Context: an optimization exercise on an open-source flow, tuned for small area, a short achievable clock period and few clock cycles per item. The choices shown serve that exercise and are no tape-out recipe. In this exercise RTL edits were held to simulation tests only and were not proved equivalent to the original. Power is estimated from default activity; no workload was simulated.

main:
==> module feistel_cbc, before the edit <==
module feistel_cbc (
    input              clk,
    input              rst,
    input              start,
    input      [3:0]   op,
    input      [2:0]   kidx,
    input      [255:0] din,
    output             ready,
    output reg         done,
    output reg         err,
    output     [63:0]  blk,
    output     [63:0]  chain
);
    localparam OP_KEYLD   = 4'd0;
    localparam OP_BLKLD   = 4'd1;
    localparam OP_CHAINLD = 4'd2;
    localparam OP_BENC    = 4'd3;
    localparam OP_BDEC    = 4'd4;
    localparam OP_CBCENC  = 4'd5;
    localparam OP_CBCDEC  = 4'd6;
    localparam OP_FROUND  = 4'd7;
    localparam OP_FSWAP   = 4'd8;
    reg        idle;      
    reg        fr_q;      
    reg        dec_q;     
    reg        cenc_q;    
    reg        cdec_q;    
    reg [4:0]  rnd;       
    reg [31:0] key [0:7];
    reg [31:0] ka;        
    reg [63:0] blk_q;
    reg [63:0] chain_q;
    reg [63:0] save;      
    wire busy = ~idle;
    assign ready = idle;
    assign blk   = blk_q;
    assign chain = chain_q;
    wire is_dec  = (op == OP_BDEC) || (op == OP_CBCDEC);
    wire spec    = (op == OP_BENC) || is_dec;      
    wire acc_op  = ~rst & idle & start;
    wire op_kld  = acc_op & (op == OP_KEYLD);
    wire op_bld  = acc_op & (op == OP_BLKLD);
    wire op_cld  = acc_op & (op == OP_CHAINLD);
    wire op_spec = acc_op & spec;
    wire op_cenc = acc_op & (op == OP_CBCENC);
    wire op_swap = acc_op & (op == OP_FSWAP);
    wire [4:0] rnd_i  = rnd + 5'd1;
    wire       rev_i  = dec_q ? (rnd_i >= 5'd8) : (rnd_i >= 5'd24);
    wire [2:0] sel_b  = fr_q ? (rnd[3] ? 3'd0 : rnd[2:0]) : (rnd_i[2:0] ^ {3{rev_i}});
    wire [31:0] k_b   = key[sel_b];
    wire        last   = (rnd == 5'd31);
    wire        fin    = busy & ~fr_q & last;         
    wire        fr_go  = busy & fr_q & rnd[3];        
    wire [31:0] l_in   = blk_q[63:32] ^ (chain_q[63:32] & {32{fin & cdec_q}});
    wire [31:0] f_r;                                  
    feistel_f rf (.l(l_in), .r(blk_q[31:0]), .k(ka), .o(f_r));
    wire        rnd_go = op_spec | (busy & ~fr_q & ~last) | fr_go;
    wire        bsel_lo = ~rst & rnd_go;
    wire        bsel_hi = ~rst & fin;
    reg  [31:0] blo_o, bhi_o;
    always @* begin
        blo_o = blk_q[31:0];
        bhi_o = blk_q[63:32];
        if (rst) begin
            blo_o = 32'd0;
            bhi_o = 32'd0;
        end else if (op_bld) begin
            blo_o = din[31:0];
            bhi_o = din[63:32];
        end else if (op_cenc) begin
            blo_o = blk_q[31:0]  ^ chain_q[31:0];
            bhi_o = blk_q[63:32] ^ chain_q[63:32];
        end else if (op_swap) begin
            blo_o = blk_q[63:32];
            bhi_o = blk_q[31:0];
        end else if (fin) begin
            blo_o = blk_q[31:0] ^ (chain_q[31:0] & {32{cdec_q}});
        end else if (rnd_go) begin
            bhi_o = blk_q[31:0];
        end
    end
    wire        csel_hi = ~rst & fin & cenc_q;
    reg  [31:0] clo_o, chi_o;
    always @* begin
        clo_o = chain_q[31:0];
        chi_o = chain_q[63:32];
        if (rst) begin
            clo_o = 32'd0;
            chi_o = 32'd0;
        end else if (op_cld) begin
            clo_o = din[31:0];
            chi_o = din[63:32];
        end else if (fin && cenc_q) begin
            clo_o = blk_q[31:0];
        end else if (fin && cdec_q) begin
            clo_o = save[31:0];
            chi_o = save[63:32];
        end
    end
    wire [31:0] blo_n, bhi_n, chi_n;
    rnd_pick pb_lo (.sel(bsel_lo), .a(f_r), .b(blo_o), .y(blo_n));
    rnd_pick pb_hi (.sel(bsel_hi), .a(f_r), .b(bhi_o), .y(bhi_n));
    rnd_pick pc_hi (.sel(csel_hi), .a(f_r), .b(chi_o), .y(chi_n));
    integer j;
    always @(posedge clk) begin
        blk_q   <= {bhi_n, blo_n};
        chain_q <= {chi_n, clo_o};
        if (op_spec)
            save <= blk_q;
        if (rst)
            ka <= 32'd0;
        else if (busy)
            ka <= k_b;
        else if (op_kld)
            ka <= din[255:224];       
        else if (op_spec)
            ka <= key[1];
        else
            ka <= key[0];
        if (rst) begin
            idle <= 1'b1;
            done <= 1'b0;
            err  <= 1'b0;
            for (j = 0; j < 8; j = j + 1)
                key[j] <= 32'd0;
        end else if (idle) begin
            done <= 1'b0;
            if (start) begin
                err    <= 1'b0;
                fr_q   <= (op == OP_FROUND);
                dec_q  <= is_dec;
                cenc_q <= (op == OP_CBCENC);
                cdec_q <= (op == OP_CBCDEC);
                rnd    <= (op == OP_FROUND) ? {2'b00, kidx} : {4'd0, spec};
                case (op)
                    OP_KEYLD: begin
                        for (j = 0; j < 8; j = j + 1)
                            key[j] <= din[255 - 32*j -: 32];
                        done <= 1'b1;
                    end
                    OP_BLKLD, OP_CHAINLD, OP_FSWAP:
                        done <= 1'b1;
                    OP_BENC, OP_BDEC, OP_CBCENC, OP_CBCDEC, OP_FROUND:
                        idle <= 1'b0;
                    default: begin
                        err  <= 1'b1;
                        done <= 1'b1;
                    end
                endcase
            end
        end else if (fr_q) begin
            rnd[3] <= 1'b1;
            if (rnd[3]) begin
                idle <= 1'b1;
                done <= 1'b1;
            end
        end else begin
            rnd <= rnd_i;
            if (last) begin
                idle <= 1'b1;
                done <= 1'b1;
            end
        end
    end
endmodule
export LEC_CHECK = 0
export CAP_MARGIN = 20
export CORE_MARGIN = 2
export CORE_UTILIZATION = 40
export SETUP_SLACK_MARGIN = 4.0
export SLEW_MARGIN = 20
export SYNTH_HIERARCHICAL = 1
export SYNTH_MINIMUM_KEEP_SIZE = 0
create_clock -name core_clock -period 7.0 [get_ports {clk}]
standard.sh (not shown) runs the stock make flow with config.mk's settings and CLKGATE_MAP_FILE= SYNTH_SCRIPT=/design/flow/synth_recipe.tcl, a recipe that flattens the netlist after the stock synthesis.
==> flow/flow/run.sh <==
#!/bin/bash
# Standard ORFS layout with two changes: synthesis leaves out Yosys's
# full/half-adder extraction (ADDER_MAP_FILE empty), so ABC maps the adders
# with the rest of the logic; and the port buffers are the smallest buffer
# (sky130_fd_sc_hd__buf_1) instead of the cell buffer_ports picks by itself.
set -euo pipefail
cd "$(dirname "$0")/.."
bash standard.sh 'ADDER_MAP_FILE=' 'BUFFER_PORTS_ARGS=-buffer_cell sky130_fd_sc_hd__buf_1' finish > make_finish.log 2>&1
Testbench counts of main, summed over its fixed seeds: cycles 12,832, blocks 384.
Inputs modified between main and the feature branch:
diff --git a/flow/design.v b/flow/design.v
--- a/flow/design.v
+++ b/flow/design.v
@@ -47,7 +47,10 @@
     wire [4:0] rnd_i  = rnd + 5'd1;
     wire       rev_i  = dec_q ? (rnd_i >= 5'd8) : (rnd_i >= 5'd24);
     wire [2:0] sel_b  = fr_q ? (rnd[3] ? 3'd0 : rnd[2:0]) : (rnd_i[2:0] ^ {3{rev_i}});
-    wire [31:0] k_b   = key[sel_b];
+    wire [7:0]  sel_h = 8'd1 << sel_b;                
+    wire [31:0] k_b;
+    key_pick kp (.k0(key[0]), .k1(key[1]), .k2(key[2]), .k3(key[3]),
+                 .k4(key[4]), .k5(key[5]), .k6(key[6]), .k7(key[7]), .sel(sel_h), .k(k_b));
     wire        last   = (rnd == 5'd31);
     wire        fin    = busy & ~fr_q & last;         
     wire        fr_go  = busy & fr_q & rnd[3];        
@@ -264,3 +267,11 @@
 );
     assign y = sel ? a : b;
 endmodule
+module key_pick (
+    input  [31:0] k0, k1, k2, k3, k4, k5, k6, k7,
+    input  [7:0]  sel,
+    output [31:0] k
+);
+    assign k = ({32{sel[0]}} & k0) | ({32{sel[1]}} & k1) | ({32{sel[2]}} & k2) | ({32{sel[3]}} & k3)
+             | ({32{sel[4]}} & k4) | ({32{sel[5]}} & k5) | ({32{sel[6]}} & k6) | ({32{sel[7]}} & k7);
+endmodule
### Flow results
On maximum number of pins on one net before global-route repair: the feature branch sits below main. From main to the feature branch the numbers moved as follows: cell count after synthesis decreased 4.5%, global-route wire length before repair fell by 7600 microns, area added between synthesis and finish went down 1.4 points, number of cells upsized or downsized after cts shows a reduction of 28. Logic depth of the worst setup path including buffers for the feature branch is lower than for main. The feature branch has setup slack above what main had. main ended up with blk_q[60] as its timing endpoint of the critical path; the feature branch ended up with blk_q[8]. On power share of the clock group: between the feature branch and main, it ends up higher for main.
Testbench counts of the feature branch, summed over its fixed seeds: cycles 12,832, blocks 384.

## what the ideal ports hide
In the flow no input, the clock included, has a driving cell. The finished layouts below were timed again as built, in two steps.
Step 1, drivers: a clkbuf_16 drives clk and a buf_2 each remaining input, both assumed.
Step 2 adds t to the input delays and takes it off the output delays; t is the mean of the earliest and latest rising clock arrival at the registers after step 1. Input paths then give back, and output paths get back, about the clock's delay inside the block.
Slacks: no drivers / after step 1 / after step 2; pairs: no drivers / after step 1.
| run | shift t [ns] | setup slack, ns | hold WS [ns] | clock arrival spread, ns |
|---|---|---|---|---|
| main | 0.686 | 3.999 / 3.962 / 3.276 | 0.476 / 0.476 / 0.476 | 0.054 / 0.054 |
| the feature branch | 0.678 | 4.024 / 3.890 / 3.212 | 0.479 / 0.479 / 0.479 | 0.030 / 0.029 |
After both steps every run listed still meets setup and hold. For the feature branch, which loses most, drivers alone change the setup slack by -0.134 ns; drivers and shift together by -0.812 ns.
